Context: an optimization exercise on an open-source flow, tuned for small area, a short achievable clock period and few clock cycles. The choices shown serve that exercise and are no tape-out recipe. At most, simulation tests tie the RTL to the original design; equivalence was not proved. Power figures rest on the tool's default switching activity, not on a simulated workload.

Setup of main:
// tfrc_unit
module tfrc_unit (
    input  wire        clk,
    input  wire        rst,           
    input  wire        host_wr,
    input  wire [3:0]  host_addr,
    input  wire [31:0] host_wdata,
    output reg  [31:0] host_rdata,
    output reg         pb_en,
    output reg         pb_we,
    output reg  [29:0] pb_addr,
    output reg  [31:0] pb_wdata,
    output reg  [3:0]  pb_wstrb,
    input  wire [31:0] pb_rdata,
    input  wire        in_valid,
    input  wire [7:0]  in_data,
    input  wire        in_end,
    input  wire        in_fail,
    output reg         in_ready,
    output reg         out_valid,
    output reg  [7:0]  out_data,
    input  wire        out_ack,
    input  wire        out_fail
);
Settings: LEC_CHECK=0, CAP_MARGIN=20, CORE_MARGIN=2, CORE_UTILIZATION=40, SLEW_MARGIN=20; clock period 6.0 ns.
run.sh (not shown) runs the stock make flow with config.mk's settings and CLKGATE_MAP_FILE= SYNTH_SCRIPT=/design/flow/synth_recipe.tcl, a recipe that flattens the netlist after the stock synthesis.
main finished all stages; however, its layout fails the closing checks, the failures being setup timing.
[inputs] the feature branch vs main
diff --git a/flow/config.mk b/flow/config.mk
--- a/flow/config.mk
+++ b/flow/config.mk
@@ -10,0 +11 @@
+export SETUP_SLACK_MARGIN = 2.7
Findings:
- The feature branch finished all stages; layout check result: FAIL, due to setup timing.
- Delta (the feature branch minus main): total power after layout went up, number of gates on the worst path with buffers counted went up, met3 routing resource usage after global routing went up.
No run of this note included a check of the RTL's function; only the layout flow was run.


lane 1:
Another version of the RTL of tfrc_unit (not shown whole).
Size in the first run: roughly 2,300 cells after synthesis, roughly 310 flip-flops, ~190 I/O pins, about 19,000 sq um of cells after synthesis.
Settings: LEC_CHECK=0, CAP_MARGIN=20, CORE_MARGIN=2, CORE_UTILIZATION=65, SETUP_SLACK_MARGIN=2.2, SLEW_MARGIN=20; clock period 6.0 ns.
standard.sh (not shown) runs the stock make flow with config.mk's settings and CLKGATE_MAP_FILE= SYNTH_SCRIPT=/design/flow/synth_recipe.tcl, a recipe that flattens the netlist after the stock synthesis.
==> flow/flow/run.sh <==
#!/bin/bash
set -euo pipefail
cd "$(dirname "$0")/.."
bash standard.sh \
  "BUFFER_PORTS_ARGS=-buffer_cell sky130_fd_sc_hd__buf_2" \
  "CTS_ARGS=-sink_clustering_enable -repair_clock_nets -dont_use_dummy_load -sink_clustering_size 20 -sink_clustering_max_diameter 60 -buf_list {sky130_fd_sc_hd__clkbuf_8 sky130_fd_sc_hd__clkbuf_16}" \
  finish > standard_flow.log 2>&1
Testbench counts of lane 1, summed over its fixed seeds: cycles 53,900.
### lane 1 -> lane 2
- SETUP_SLACK_MARGIN changed from 2.2 to 2.4
- CORE_UTILIZATION changed from 65 to 55
The area overhead of the layout relative to synthesis in lane 2 was higher than what lane 1 gave. For the detailed-routing iteration count for the pre-antenna-repair pass, lane 2 came in 5 lower than lane 1 did. Compared with lane 1, lane 2 shows a higher switching power summed over all nets. In lane 2, the routed wire length came out 2900 microns above the value in lane 1. Compared with lane 1, lane 2 has extra setup slack. NOTE: largest stage delay on the critical path in lane 2 exceeds that of lane 1. On proportion of cell area spent on the clock network, lane 2 and lane 1 are neck and neck. In lane 2, final core utilization is lower than in lane 1. Lane 1 has a higher clock share of power than lane 2. Delta (lane 2 minus lane 1): proportion of synthesized flip-flops having asynchronous set or reset about even, pin slew with the least headroom to its limit dropped 0.013 ns.
What lane 3 does differently from lane 2 at the input level:
- CORE_UTILIZATION now 50, was 55
- SETUP_SLACK_MARGIN now 2.2, was 2.4
==> run notes <==
Lane 2 tops out at a lower clock frequency than lane 3. First-pass GRT wire length of lane 3 exceeds that of lane 2 slightly. Delta (lane 3 minus lane 2): fraction of met3 tracks used by global routing fell 2.7 points; total power of the final layout fell about 7%; wire length rose 0.78%; power consumed by sequential cells about even; post-layout worst setup margin rose 0.099 ns. Final area | lane 3 below lane 2.


## v6
tfrc_unit, a different RTL version from the one above (not shown whole).
Size: ~2400 cells after synthesis, about 310 flip-flops, roughly 190 I/O pins.
Design tfrc_unit, start of the top module:
module tfrc_unit (
    input  wire        clk,
    input  wire        rst,           
    input  wire        host_wr,
    input  wire [3:0]  host_addr,
    input  wire [31:0] host_wdata,
    output reg  [31:0] host_rdata,
    output reg         pb_en,
    output reg         pb_we,
    output reg  [29:0] pb_addr,
    output reg  [31:0] pb_wdata,
    output reg  [3:0]  pb_wstrb,
    input  wire [31:0] pb_rdata,
    input  wire        in_valid,
    input  wire [7:0]  in_data,
    input  wire        in_end,
    input  wire        in_fail,
    output reg         in_ready,
    output reg         out_valid,
    output reg  [7:0]  out_data,
    input  wire        out_ack,
    input  wire        out_fail
);
    localparam [7:0] OP_CRC32C  = 8'h01;
    localparam [7:0] OP_MASK    = 8'h02;
    localparam [7:0] OP_MCRC    = 8'h03;
    localparam [7:0] OP_WRFRAME = 8'h04;
    localparam [7:0] OP_RDFRAME = 8'h05;
    localparam [3:0] RC_OK      = 4'd1;
    localparam [3:0] RC_EOS     = 4'd2;
    localparam [3:0] RC_TRUNC   = 4'd3;
    localparam [3:0] RC_CKSUM   = 4'd4;
    localparam [3:0] RC_OVERSZ  = 4'd5;
    localparam [3:0] RC_IOFAIL  = 4'd6;
    localparam [3:0] RC_ILLEGAL = 4'd7;
    localparam [3:0] RC_PATHF   = 4'd8;
    localparam [3:0] S_IDLE = 4'd0;
    localparam [3:0] S_RUN  = 4'd1;     
    localparam [3:0] S_TXL  = 4'd2;     
    localparam [3:0] S_TXC  = 4'd3;     
    localparam [3:0] S_TXP  = 4'd4;     
    localparam [3:0] S_TXD  = 4'd5;     
    localparam [3:0] S_MSK  = 4'd6;     
    localparam [3:0] S_RXL  = 4'd8;     
    localparam [3:0] S_RXC  = 4'd9;     
    localparam [3:0] S_RXP  = 4'd10;    
    localparam [3:0] S_RXD  = 4'd11;    
  ...
export LEC_CHECK = 0
export CAP_MARGIN = 20
export CORE_MARGIN = 2
export CORE_UTILIZATION = 70
export CTS_BUF_LIST = sky130_fd_sc_hd__clkbuf_8 sky130_fd_sc_hd__clkbuf_16
export CTS_CLUSTER_DIAMETER = 60
export CTS_CLUSTER_SIZE = 20
export SETUP_SLACK_MARGIN = 2.0
export SLEW_MARGIN = 20
create_clock -name core_clock -period 6.0 [get_ports {clk}]
==> flow/flow/run.sh <==
#!/bin/bash
set -euo pipefail
cd "$(dirname "$0")/.."
bash standard.sh "BUFFER_PORTS_ARGS=-buffer_cell sky130_fd_sc_hd__buf_2" finish > standard_flow.log 2>&1
Testbench counts of v6, summed over its fixed seeds: cycles 53,900.
Relative to v6, the following input files were edited for v7:
# v6
export LEC_CHECK = 0
export CAP_MARGIN = 20
export CORE_MARGIN = 2
export CORE_UTILIZATION = 70
export CTS_BUF_LIST = sky130_fd_sc_hd__clkbuf_8 sky130_fd_sc_hd__clkbuf_16
export CTS_CLUSTER_DIAMETER = 60
export CTS_CLUSTER_SIZE = 20
export SETUP_SLACK_MARGIN = 2.0
export SLEW_MARGIN = 20
create_clock -name core_clock -period 6.0 [get_ports {clk}]
# v7
export LEC_CHECK = 0
export CAP_MARGIN = 20
export CORE_MARGIN = 2
export CORE_UTILIZATION = 55
export CTS_BUF_LIST = sky130_fd_sc_hd__clkbuf_8 sky130_fd_sc_hd__clkbuf_16
export CTS_CLUSTER_DIAMETER = 60
export CTS_CLUSTER_SIZE = 20
export SETUP_SLACK_MARGIN = 2.0
export SLEW_MARGIN = 20
create_clock -name core_clock -period 6.0 [get_ports {clk}]
==> flow/run.sh (new file) <==
#!/bin/bash
# synth_recipe.tcl (not shown) runs the flow's synth.tcl, then flattens the netlist and writes it again
# the make line also repeats each setting of config.mk as NAME=value (left out here)
make -C /OpenROAD-flow-scripts/flow DESIGN_CONFIG=/design/flow/config.mk WORK_HOME=/design/flow/orfs CLKGATE_MAP_FILE= SYNTH_SCRIPT=/design/flow/synth_recipe.tcl finish
removed: flow/flow/run.sh
removed: flow/standard.sh
--- outcome ---
- For v6, the start point of the critical path was len[2]$_SDFFE_PP0P_, unlike v7, where it was host_addr[1].
- Per the comparison of v7 with v6, area growth from synthesis to layout now larger; routed wire length now larger; overall power now larger; clock latency of the later-clocked register in the worst-skew pair now larger; share of total power in the clock network now larger.
- [diff] achievable clock frequency, v7 relative to v6: regression
- When the final numbers for v6 and v7 were put side by side, the wire length of the first global-routing pass turned out to be greater in v7.
- Logic depth of the worst path, buffers included down 3 in v7 wrt v6


the previous run:
RTL: one of the versions met above, not the one the previous note started from.
Size: roughly 310 flip-flops, ~190 I/O pins.
==> flow/config.mk <==
export PLATFORM = sky130hd
export DESIGN_NAME = tfrc_unit
export DESIGN_NICKNAME = tfrc_unit
export VERILOG_FILES = /design/flow/design.v
export SDC_FILE = /design/flow/constraint.sdc
export NUM_CORES = 4
export LEC_CHECK = 0
export CAP_MARGIN = 20
export CORE_MARGIN = 2
export CORE_UTILIZATION = 55
export SETUP_SLACK_MARGIN = 2.2
export SLEW_MARGIN = 20
==> flow/constraint.sdc <==
create_clock -name core_clock -period 6.0 [get_ports {clk}]
set_input_delay 1.2000 -clock core_clock [delete_from_list [all_inputs] [get_ports {clk}]]
set_output_delay 1.2000 -clock core_clock [all_outputs]
set_load 0.01 [all_outputs]
==> flow/flow/run.sh <==
#!/bin/bash
set -euo pipefail
cd "$(dirname "$0")/.."
bash standard.sh \
  "BUFFER_PORTS_ARGS=-buffer_cell sky130_fd_sc_hd__buf_2" \
  "CTS_ARGS=-sink_clustering_enable -repair_clock_nets -dont_use_dummy_load -sink_clustering_size 20 -sink_clustering_max_diameter 60 -buf_list {sky130_fd_sc_hd__clkbuf_8 sky130_fd_sc_hd__clkbuf_16}" \
  finish > standard_flow.log 2>&1
The previous run did not stop at any stage, and its layout met the timing, DRC and antenna checks.
Testbench counts of the previous run, summed over its fixed seeds: cycles 53,900.
#### Input delta (the current run over the previous run)
-- flow/config.mk --
<<< the previous run, line 8
export CAP_MARGIN = 20
export CORE_MARGIN = 2
export CORE_UTILIZATION = 55
export SETUP_SLACK_MARGIN = 2.2
export SLEW_MARGIN = 20
>>> the current run, line 8
export CAP_MARGIN = 20
export CORE_MARGIN = 2
export CORE_UTILIZATION = 58
export SETUP_SLACK_MARGIN = 2.0
export SLEW_MARGIN = 20
## What came out
- The current run closes out successfully: all stages finished, all timing, DRC and antenna checks passed.
- The current run ends up with a wire length of the first global-routing pass that is 2.0% lower than in the previous run.
- The reported leakage power in the current run was lower than what the previous run gave.
- The current run vs the previous run: clock network power share down
- Sum of routed wire length over all layers for the current run is lower than for the previous run.
- Of the current run and the previous run, the run reporting the lower sum of internal, switching and leakage power was the current run.

==> afterwards: timing with drivers on the ports <==
The results above use ideal ports. As a check the final layouts listed here were re-extracted and re-timed, cells and wires unchanged. Step 1, drivers: a clkbuf_16 drives clk and a buf_2 each remaining input, both assumed. Step 2 adds t to the input delays and takes it off the output delays; t is the mean of the earliest and latest rising clock arrival at the registers after step 1. Input paths then give back, and output paths get back, about the clock's delay inside the block. a / b / c = ideal / step 1 / step 2; a / b = the first two.
| run | t (ns) | setup slack, ns | slew at the worst register clock pin (ns) |
|---|---|---|---|
| main | 0.628 | -0.158 / -0.131 / -0.759 | 0.07 / 0.07 |
| the feature branch | 0.625 | -0.157 / -0.128 / -0.753 | 0.06 / 0.06 |
| lane 1 | 0.609 | 1.858 / 1.725 / 1.611 | 0.09 / 0.09 |
| lane 2 | 0.611 | 1.932 / 1.849 / 1.752 | 0.08 / 0.08 |
| lane 3 | 0.642 | 2.030 / 1.972 / 1.681 | 0.09 / 0.09 |
| v6 | 0.629 | 1.901 / 1.870 / 1.528 | 0.08 / 0.08 |
| v7 | 0.679 | 1.888 / 1.791 / 1.375 | 0.09 / 0.09 |
| the previous run | 0.635 | 2.025 / 1.938 / 1.690 | 0.08 / 0.08 |
| the current run | 0.637 | 1.828 / 1.741 / 1.650 | 0.09 / 0.09 |
The setup slack of main, which loses most, moves by +0.027 ns with the drivers and by -0.601 ns with both steps.
